This is an optimization exercise on Yosys and OpenROAD, whose aim is small area, a short achievable clock period and few clock cycles per item, not a production implementation. Only simulation tests tie the RTL to the original design; equivalence was not proved. No activity file was given, so power comes from the tool's default toggle rates.

==> design/flow/design.v <==
module rev_counter (
    input  wire         clk,
    input  wire         rst,
    input  wire [16:0]  tap,           
    input  wire [271:0] landmarks,     
    input  wire         req_valid,
    output wire         req_ready,
    input  wire [16:0]  req_seed,
    output wire         resp_valid,
    input  wire         resp_ready,
    output reg          resp_timeout,
    output reg  [17:0]  resp_count
);
    localparam [16:0] REF      = 17'h00001;
    localparam [17:0] MAX_ITER = 18'd131072;
    localparam [1:0] S_IDLE = 2'd0, S_RUN = 2'd1, S_DONE = 2'd2;
    reg [1:0]  state;
    reg [16:0] lbuf;
    reg [17:0] iter;
    wire [16:0] shr   = {1'b0, lbuf[16:1]};
    wire        top   = lbuf[0] ^ (^(shr & tap));
    wire [16:0] back  = {top, shr[15:0]};
    reg       hit;
    reg [3:0] hit_k;
    integer k;
    always @(*) begin
        hit   = 1'b0;
        hit_k = 4'd0;
        for (k = 15; k >= 0; k = k - 1) begin
            if (lbuf == landmarks[17*k +: 17]) begin
                hit   = 1'b1;
                hit_k = k[3:0];
            end
        end
    end
    assign req_ready  = (state == S_IDLE);
    assign resp_valid = (state == S_DONE);
    always @(posedge clk) begin
        if (rst) begin
            state <= S_IDLE;
        end else begin
            case (state)
                S_IDLE: if (req_valid) begin
                    lbuf         <= req_seed;
                    resp_count   <= 18'd0;
                    resp_timeout <= 1'b0;
                    iter         <= 18'd0;
                    state        <= S_RUN;
                end
                S_RUN: begin
                    if (lbuf == REF) begin
                        state <= S_DONE;
                    end else if (iter == MAX_ITER) begin
                        resp_timeout <= 1'b1;
                        resp_count   <= 18'd0;
                        state        <= S_DONE;
                    end else begin
                        iter <= iter + 18'd1;
                        if (hit) begin
                            resp_count <= resp_count + {1'b0, hit_k, 13'd0};
                            lbuf       <= REF;
                        end else begin
                            resp_count <= resp_count + 18'd1;
                            lbuf       <= back;
                        end
                    end
                end
                S_DONE: if (resp_ready) state <= S_IDLE;
                default: state <= S_IDLE;
            endcase
        end
    end
endmodule
==> design/flow/run.sh <==
#!/bin/bash
# synth_recipe.tcl (not shown) runs the flow's synth.tcl, then flattens the netlist and writes it again
# the make line also repeats each setting of config.mk as NAME=value (left out here)
make -C /OpenROAD-flow-scripts/flow DESIGN_CONFIG=/design/flow/config.mk WORK_HOME=/design/flow/orfs CLKGATE_MAP_FILE= SYNTH_SCRIPT=/design/flow/synth_recipe.tcl finish
==> design/flow/config.mk <==
export PLATFORM = sky130hd
export DESIGN_NAME = rev_counter
export DESIGN_NICKNAME = rev_counter
export VERILOG_FILES = /design/flow/design.v
export SDC_FILE = /design/flow/constraint.sdc
export NUM_CORES = 4
export LEC_CHECK = 0
export CAP_MARGIN = 20
export CORE_MARGIN = 2
export CORE_UTILIZATION = 40
export SLEW_MARGIN = 20
==> design/flow/constraint.sdc <==
create_clock -name core_clock -period 10.0 [get_ports {clk}]
set_input_delay 2.0000 -clock core_clock [delete_from_list [all_inputs] [get_ports {clk}]]
set_output_delay 2.0000 -clock core_clock [all_outputs]
set_load 0.01 [all_outputs]
==> flow_summary.yaml, run 1 <==
logic_synthesis:
  synth_common_cells: "xor2_1 (162), xnor2_1 (146), nand2_1 (73)"
  yosysMostFrequentCell: "xor2_1"
  postSynthRegisterBits: 56
  synthesis.yosys.warnings: 1
  postSynthNetCount: 1102
  synthCells: 784
  yosysSeqAreaShare: 0.240
  synthDominantCellAreaShare: 0.234
  synth.lib_cells_used.distinct: 53
  avgSynthCellArea_um2: 8.83
  post_synth_instance_area_um2: 6920
  yosys-top-cells-area: "edfxtp_1 (23%), xor2_1 (20%), xnor2_1 (18%)"
  synth_async_sr_flop_share: 0
  yosys_most_used_dff: "edfxtp_1"
  number_of_flops_mapped_to_enable_cells_by_yosys: 54
  synthDominantAreaCellType: "edfxtp_1"
detailed_routing:
  wl_per_cell_um: 21.4
  residual_antenna_violating_net_count_after_detailed_routing: 0
  finalWirelength_um: 28200
  drt_iter0_markers: 416
  drt_first_pass_iters: 5
  routed_via_density: 5.11
  drt_drc_violations_left: 0
  dr_total_vias: 6736
setup_path:
  setup.worst_path.end_class: "flip-flop"
  timing_worst_setup_path_type: "input pin to flip-flop"
  cp.arrival_ps: 5350
  crit_path_start_kind: "input pin"
  path_max_fanout: 3
  critical_path_required_ps: 10170
cts:
  cts_buffers: 5
  cts_hold_buffers: 0
  cts.repair_timing.setup_buffer_count: 0
  worst_setup_hold_path_clk_slew_ps: 80
  post_cts.resized_instances: 0
  cts_htree_levels: 2
  clk_path_buf_depth: 2
  tritoncts: "done"
  worst_skew_pair.late_latency_ps: 310
  cts.root.buffer_cell: "clkbuf_16"
  clock_sink_count: 56
global_routing:
  wire_length_of_the_first_global_routing_pass_um: 40900
  grtUsageTotal: 0.298
  grt_start_max_net_pins: 46
  grt_pass1_vias: 6711
  grt_remaining_overflow: 0
  antenna_found_initial: 3
sta:
  maxClockFrequency_ghz: 0.193
  timing_worst_slew_pin_value_ps: 1020
  drv_slew: 0
  final_setup_violations: 0
  timing.final.hold_violations: 0
  setup_repair_after_global_routing_missed_its_margin: "no"
  skew_ps: 8.81
  timing.setup.tns_ps: 0
  final_min_period_over_clock_period: 0.519
  final_period_minus_worst_setup_slack_ps: 5190
  timing.max_slew.rel_slack: 0.322
  final_critical_path_setup_slack_ps: 4810
layout:
  nFillCells: 1550
  design_area_um2: 10400
  final_net_count: 1407
  multi_input_area_um2: 4830
  layout-drive-gt1-share: 0.0422
  flow.area_growth_from_synthesis_pct: 50.7
  regArea_um2: 1660
floorplanning:
  die_area_um2: 18400
  core_rows: 48
  die_x_um: 136
  core_um2: 17100
  pin_count: 331
  effective_utilization_at_floorplan: 0.404
  die_height_um: 136
place:
  gp_routability_congestion: 0.838
  place_hpwl_um: 21900
  place_area_um2: 10200
  pre_cts_ws_ps: 4520
  port-buffer-count: 329
flow_run:
  drv_cap: 0
min_path:
  holdCritPathClass: "flip-flop to flip-flop"
power:
  power_density_nw_per_um2: 83.6
  power_leakage_uw: 0.00378
  vdd_drop_max_uv: 109
outcome:
  outcome: "timing/DRC/antenna clean"
flip-flops by register name, summed over array words and instances, names as in the netlist:
name          count
iter             18
lbuf             17
resp_count       18
resp_timeout      1
state             2
final timing paths:
check | startpoint | endpoint | slack (ps) | cells after the start
hold reg to reg | lbuf[16] | lbuf[15] | 610 | 2
setup / recovery | landmarks[56] | resp_count[17] | 4810 | 15
setup reg to reg | lbuf[6] | resp_count[17] | 5900 | 17
hold / removal | lbuf[16] | lbuf[15] | 610 | 2
power by group:
group,switching [µW],leakage (µW),internal [µW]
registers,25.0,0.000544,277
logic,163,0.00317,221
clock network,90.6,0.0000680,94.9
cells in the final DEF, fill, tap and decap left out, types with 18 or more instances in the layout:
master           Yosys  final
nand3_1             52     52
xnor2_1            146    146
xor2_1             162    162
nand4_1             35     35
nor3_1              20     20
edfxtp_1            54     54
nor4_1              31     31
nor2_1              41     41
buf_4               20     18
nand2_1             73     73
clkdlybuf4s50_1      0    329
metrics by stage:
stage	util	total power (µW)	hold slack, ps	instances
2_1_floorplan	-	505	557	784
3_3_place_gp	0.599	685	597	1306
3_5_place_dp	0.599	690	595	1306
4_1_cts	0.608	876	615	1314
5_1_grt	0.609	915	651	1316
6_report	0.610	872	610	1317
critical path, stage by stage:
cell             delay [ps]
clkdlybuf4s50_1         420
xor2_1                  150
nor4_1                  390
nand3_1                 250
nor4_2                  430
a22o_1                  220
a31o_1                  120
ha_1                    170
inv_1                    60
fa_1                    400
nor2b_1                 120
o21ai_0                 110
a21o_1                  200
a211o_1                 250
nand2_1                  70
metal layers:
metal / up-vias / share of wire / global-route usage / wire (µm)
li1: 3302 / - / - / -
met5: - / 0.00039 / 0 / 11
met4: 2 / 0.036 / 0.111 / 1030
met2: 258 / 0.48 / 0.506 / 13500
met1: 3121 / 0.40 / 0.369 / 11400
met3: 53 / 0.083 / 0.0681 / 2340
cell type report:
cell class / instances / share of cell area
timing repair buffer: 348 / 0.331
antenna: 2 / 0.000480
sequential: 56 / 0.159
clock buffer: 5 / 0.0120
clock inverter: 3 / 0.00252
tap: 225 / 0.0270
multi-input combinational: 666 / 0.463
inverter: 12 / 0.00432
cells by family (layout without fill, tap and decap cells):
| logic type | count (synthesis) | after routing | synth area share |
|---|---|---|---|
| buffers and inverters | 62 | 368 | 0.0634 |
| AND/OR/NAND/NOR | 303 | 303 | 0.239 |
| other | 0 | 2 | 0 |
| XOR/XNOR | 308 | 308 | 0.390 |
| adder cells (fa/ha/maj) | 8 | 8 | 0.0155 |
| multiplexers | 7 | 7 | 0.0108 |
| flip-flops | 56 | 56 | 0.240 |
| AO/OA/AOI/OAI | 40 | 40 | 0.0410 |
Testbench counts, summed over its fixed seeds: cycles 579,842, items 128.
==> run 2, diff against run 1 <==
==> design/flow/design.v (replaced) <==
module rev_counter (
    input  wire         clk,
    input  wire         rst,
    input  wire [16:0]  tap,           
    input  wire [271:0] landmarks,     
    input  wire         req_valid,
    output wire         req_ready,
    input  wire [16:0]  req_seed,
    output wire         resp_valid,
    input  wire         resp_ready,
    output reg          resp_timeout,
    output wire [17:0]  resp_count
);
    localparam K = 8;
    localparam [3:0] S_IDLE = 4'd0, S_F1 = 4'd1, S_F2 = 4'd2, S_RUN = 4'd3,
                     S_T0 = 4'd4, S_T1 = 4'd5, S_T2 = 4'd6, S_T3 = 4'd7,
                     S_T4 = 4'd8, S_DONE = 4'd9;
    reg [3:0]  state;
    reg [16:0] tap_r;
    reg [16:0] A;           
    reg [K-1:0] Lr;         
    reg [16:0] Ab;          
    reg [K-1:0] Lb;         
    reg [K-1:0] hR;         
    reg [K-1:0] hL;         
    reg [14:0] bc;          
    reg [2:0]  win;         
    reg [3:0]  idx;         
    assign req_ready  = (state == S_IDLE);
    assign resp_valid = (state == S_DONE);
    assign resp_count = {bc, win};
    always @(posedge clk) tap_r <= tap;
    function [16:0] back1(input [16:0] b, input [16:0] t);
        reg [16:0] s;
        begin
            s     = {1'b0, b[16:1]};
            back1 = {b[0] ^ (^(s & t)), s[15:0]};
        end
    endfunction
    reg [16:0] stepK;
    integer q;
    always @(*) begin
        stepK = A;
        for (q = 0; q < K; q = q + 1)
            stepK = back1(stepK, tap_r);
    end
    wire [K+16:0] Z = {A, Lr};
    wire        cur_bit = ~hL[win];
    reg  [15:0] E;
    integer m;
    always @(*) begin
        for (m = 0; m < 16; m = m + 1) begin
            case (state)
                S_T0: E[m] = (m[3] == 1'b0);
                S_T1: E[m] = (m[3] == cur_bit) && (m[2] == 1'b0);
                S_T2: E[m] = (m[3] == idx[3]) && (m[2] == cur_bit) && (m[1] == 1'b0);
                S_T3: E[m] = (m[3] == idx[3]) && (m[2] == idx[2]) && (m[1] == cur_bit) && (m[0] == 1'b0);
                default: E[m] = 1'b1;
            endcase
        end
    end
    reg [K-1:0] cR, cL;
    integer i, k;
    always @(*) begin
        for (i = 0; i < K; i = i + 1) begin
            cR[i] = (Z[i +: 17] == 17'h00001);
            cL[i] = 1'b0;
            for (k = 0; k < 16; k = k + 1)
                cL[i] = cL[i] | (E[k] & (Z[i +: 17] == landmarks[17*k +: 17]));
        end
    end
    always @(posedge clk) begin
        hR <= cR;
        hL <= cL;
    end
    wire [K-1:0] hAny = hR | hL;
    reg  [2:0] first;
    integer f;
    always @(*) begin
        first = 3'd0;
        for (f = K - 1; f >= 0; f = f - 1)
            if (hAny[f]) first = f[2:0];
    end
    wire first_ref = hR[first];
    always @(posedge clk) begin
        Ab <= A;
        Lb <= Lr;
        if (rst) begin
            state <= S_IDLE;
        end else begin
            case (state)
                S_IDLE: if (req_valid) begin
                    A            <= req_seed;
                    bc           <= 15'd0;
                    win          <= 3'd0;
                    resp_timeout <= 1'b0;
                    state        <= S_F1;
                end
                S_F1: begin
                    A     <= stepK;
                    Lr    <= A[K-1:0];
                    state <= S_F2;
                end
                S_F2: begin
                    A     <= stepK;
                    Lr    <= A[K-1:0];
                    state <= S_RUN;
                end
                S_RUN: begin
                    if (bc[14]) begin
                        if (!hR[0]) begin
                            resp_timeout <= 1'b1;
                            bc           <= 15'd0;
                        end
                        state <= S_DONE;
                    end else if (|hAny) begin
                        win <= first;
                        if (first_ref) begin
                            state <= S_DONE;
                        end else begin
                            A     <= Ab;
                            Lr    <= Lb;
                            state <= S_T0;
                        end
                    end else begin
                        A  <= stepK;
                        Lr <= A[K-1:0];
                        bc <= bc + 15'd1;
                    end
                end
                S_T0: state <= S_T1;
                S_T1: begin idx[3] <= cur_bit; state <= S_T2; end
                S_T2: begin idx[2] <= cur_bit; state <= S_T3; end
                S_T3: begin idx[1] <= cur_bit; state <= S_T4; end
                S_T4: begin
                    bc[14:10] <= bc[14:10] + {1'b0, idx[3:1], cur_bit};
                    state     <= S_DONE;
                end
                S_DONE: if (resp_ready) state <= S_IDLE;
                default: state <= S_IDLE;
            endcase
        end
    end
endmodule
==> run 2 against run 1 <==
Against the previous run: first-iteration DRC count rose to 8.2 times the previous value; setup slack worse by 450 ps; non-clock buffer count up 49; critical path depth up 2; routed wire length rose to 4.7 times the previous value; clock skew up 3.7 ps; clock-buffer cell count up 4; sequential cell count up 52; sequential share of layout area down 8.7 points; global-route usage up 0.58 points; via count rose to 4.6 times the previous value; critical path type is now flip-flop to flip-flop.
==> flow_summary.yaml, run 2 <==
outcome:
  outcome: "timing/DRC/antenna clean"
global_routing:
  grt_start_max_net_pins: 101
  grt_remaining_overflow: 0
  wire_length_of_the_first_global_routing_pass_um: 201000
  grt_pass1_vias: 30100
  grtUsageTotal: 0.304
  antenna_found_initial: 11
logic_synthesis:
  number_of_flops_mapped_to_enable_cells_by_yosys: 47
  synthXorXnorAreaFrac: 0.621
  synth-compound-area-share: 0.0352
  avgSynthCellArea_um2: 7.62
  yosysSeqAreaShare: 0.0801
  postSynthRegisterBits: 108
  synthDominantCellAreaShare: 0.359
  yosys_most_used_dff: "dfxtp_1"
  yosysMostFrequentCell: "xnor2_1"
  yosys.area_share.adder: 0.00251
  synth_async_sr_flop_share: 0
  yosys-top-cells-area: "xnor2_1 (36%), xor2_1 (25%), nand4_1 (5.7%)"
  synthCells: 4313
  synthSimpleGateAreaFrac: 0.183
  synth.lib_cells_used.distinct: 71
  synth_common_cells: "xnor2_1 (1348), xor2_1 (956), buf_1 (381)"
  synthDominantAreaCellType: "xnor2_1"
  synthesis.yosys.warnings: 1
  post_synth_mux_area_share: 0.00689
  post_synth_instance_area_um2: 32900
  postSynthNetCount: 4629
  combinational_family_with_the_most_area_after_synthesis: "XOR/XNOR gates"
setup_path:
  worst_r2r_endpoint: "A[16]"
  critical_path_required_ps: 10140
  path_max_fanout: 37
  path_delay_family: "XOR/XNOR gates"
  worstSetupPathDepth: 17
  setup.worst_path.end_class: "flip-flop"
  crit_path_start: "A[13]"
  ff2ff_path_depth: 17
  cpMaxStageDelayCell: "xnor2_1"
  reg2reg_from: "A[13]"
  reg2reg_slack_ps: 4370
  cp.arrival_ps: 5770
  cp.buffers_inverters: 2
  crit_path_start_kind: "flip-flop"
  timing_worst_setup_path_type: "flip-flop to flip-flop"
  crit_path_capture: "A[16]"
  path_common_cell: "xnor2_1"
  slowest_delay_ps: 890
  path_cells: "buf_4 -> nand2_1 -> xnor2_1 -> xnor2_1 -> xnor3_2 -> xnor2_1 -> buf_4 -> a311o_2 -> nand4_4 -> xnor2_4 -> xnor2_1 -> xor3_1 -> a21oi_2 -> xnor2_1 -> o32ai_2 -> xnor2_1 -> o21ai_1"
floorplanning:
  die_x_um: 291
  die_area_um2: 84500
  die_height_um: 291
  core_rows: 105
  pin_count: 331
  core_um2: 81700
  effective_utilization_at_floorplan: 0.402
power:
  power_density_nw_per_um2: 239
  power.net_switching_uw: 4590
  intPower_uw: 4060
  comb_power_share: 0.883
  power.switching_fraction: 0.531
  p_seq_frac: 0.074
  clockPowerShare: 0.043
  vdd_drop_max_uv: 605
  power_uw: 8650
  power_leakage_uw: 0.0114
layout:
  flow.area_growth_from_synthesis_pct: 10.3
  mostFrequentLayoutCells: "xnor2_1 (1347), xor2_1 (956), clkdlybuf4s50_1 (329)"
  layout_top_registers: "A x17, Ab x17, tap_r x16"
  layout-drive-gt1-share: 0.0284
  stdcell_count: 5225
  final_net_count: 4463
  nFillCells: 8203
  layout_commonest_cell: "xnor2_1"
detailed_routing:
  residual_antenna_violating_net_count_after_detailed_routing: 0
  drt_first_pass_iters: 5
  drt_iter0_markers: 3400
  routed_via_density: 5.93
  wl_per_cell_um: 25.5
  finalWirelength_um: 133000
  drt_drc_violations_left: 0
  dr_total_vias: 31000
place:
  port-buffer-count: 329
  gp_routability_congestion: 0.894
  pre_cts_ws_ps: 4420
  number_of_placed_cells_counting_well_taps: 5205
  place_hpwl_um: 85300
cts:
  cts.root.buffer_cell: "clkbuf_16"
  clock_sink_count: 108
  clk_path_buf_depth: 2
  cts_hold_buffers: 0
  tritoncts: "done"
  cts_htree_levels: 3
  worst_skew_pair.late_latency_ps: 390
  post_cts.resized_instances: 0
  cts.repair_timing.setup_buffer_count: 0
  cts_buffers: 9
  worst_setup_hold_path_clk_slew_ps: 80
sta:
  final_critical_path_setup_slack_ps: 4370
  skew_ps: 12.5
  final_setup_violations: 0
  timing.final.hold_violations: 0
  final_period_minus_worst_setup_slack_ps: 5630
  final_min_period_over_clock_period: 0.563
  timing_worst_slew_pin_value_ps: 1100
  maxClockFrequency_ghz: 0.177
  setup_repair_after_global_routing_missed_its_margin: "no"
  timing.hold.ws_ps: 520
  drv_slew: 0
  timing.max_slew.rel_slack: 0.265
  timing.setup.tns_ps: 0
flow_run:
  drv_cap: 0
min_path:
  holdCritPathClass: "flip-flop to flip-flop"
[run 2: changes by cell type in the layout (fill, tap and decap cells not counted), moves of 22 or more]
cell and delta:
xnor2_1 +1201, xor2_1 +794, nand4_1 +262, nor3_1 +171, nor4_1 +165, nand3_1 +130, nand2_1 +75, dfxtp_1 +59
buf_4 +38, o21ai_0 +22
[run 2: routing by layer]
layer,track usage,wire [µm],vias to the layer above
met5,0,84,-
met4,0.121,5240,14
met3,0.0507,11900,332
met2,0.471,58600,1626
met1,0.417,57500,15200
li1,-,-,13800
[run 2: cells by family (layout without fill, tap and decap cells)]
| group | Yosys count | after routing |
|---|---|---|
| flip-flops | 108 | 108 |
| adder cells (fa/ha/maj) | 6 | 6 |
| other | 0 | 3 |
| XOR/XNOR | 2314 | 2314 |
| AND/OR/NAND/NOR | 1112 | 1112 |
| buffers and inverters | 599 | 438 |
| multiplexers | 19 | 19 |
| AO/OA/AOI/OAI | 155 | 155 |
[run 2: area by class of cell]
class	instances	area, µm²	area share
multi-input combinational	3606	27900	0.770
timing repair buffer	397	3950	0.109
sequential	108	2630	0.0726
tap	1070	1340	0.0369
clock buffer	9	225	0.00621
inverter	25	93.8	0.00259
clock inverter	7	80.1	0.00221
antenna	3	7.51	0.000207
[run 2: power groups by stage]
stage	clock network [µW]	logic, µW	registers, µW
after detailed placement	0	7560	653
after global routing	398	8250	648
after floorplan	0	6210	601
after CTS	386	7600	643
after global placement	0	7440	652
final	374	7640	638
[run 2: worst min-delay path by stage]
stage             end  slack [ps]  startpoint  depth (start not counted)
6_report         A[9]         520       Ab[9]                          2
5_1_grt         Lr[0]         550       Lb[0]                          1
4_1_cts          A[9]         520       Ab[9]                          2
3_5_place_dp    Lr[0]         520       Lb[0]                          1
3_3_place_gp    A[15]         510      Ab[15]                          2
2_1_floorplan  Ab[11]         340       A[11]                          0
[run 2: worst reg2reg max path, cell delays in order, from the launching register on]
cell	delay, ps
edfxtp_1	360
buf_4	700
nand2_1	150
xnor2_1	230
xnor2_1	140
xnor3_2	490
xnor2_1	280
buf_4	290
a311o_2	230
nand4_4	130
xnor2_4	210
xnor2_1	890
xor3_1	590
a21oi_2	160
xnor2_1	140
o32ai_2	120
xnor2_1	200
o21ai_1	80
[run 2: per-stage QoR]
step / util / instance area (µm²)
final: 0.443 / 36200
after CTS: 0.443 / 36200
after global placement: 0.439 / 35900
after detailed placement: 0.439 / 35900
after floorplan: - / 32900
after global routing: 0.443 / 36200
Testbench counts of run 2, summed over its fixed seeds: cycles 73,567, items 128.

==> afterwards: timing with drivers on the ports <==
How much do the figures lean on ideal ports? The routed layouts below were timed once more, with nothing changed but the port constraints.
Step 1 (the two cells are an assumption about what drives the block):
set clk [get_ports {clk}]
set_driving_cell -lib_cell sky130_fd_sc_hd__clkbuf_16 $clk
set_driving_cell -lib_cell sky130_fd_sc_hd__buf_2 [delete_from_list [all_inputs] $clk]
Step 2 also shifts input and output timing later by t, the mid clock arrival at the registers, as if the neighbouring blocks saw the same clock.
Three values: ideal ports, drivers, drivers and shift; two values: the first two.
run | shift t [ns] | setup slack, ns | worst data-port slew with drivers (ns)
run 1 | 0.334 | 4.815 / 4.811 / 4.477 | 0.10
run 2 | 0.427 | 4.366 / 4.366 / 4.366 | 0.19
After both steps every run listed still meets setup and hold. For run 1, which loses most, drivers alone change the setup slack by -0.004 ns; drivers and shift together by -0.338 ns.
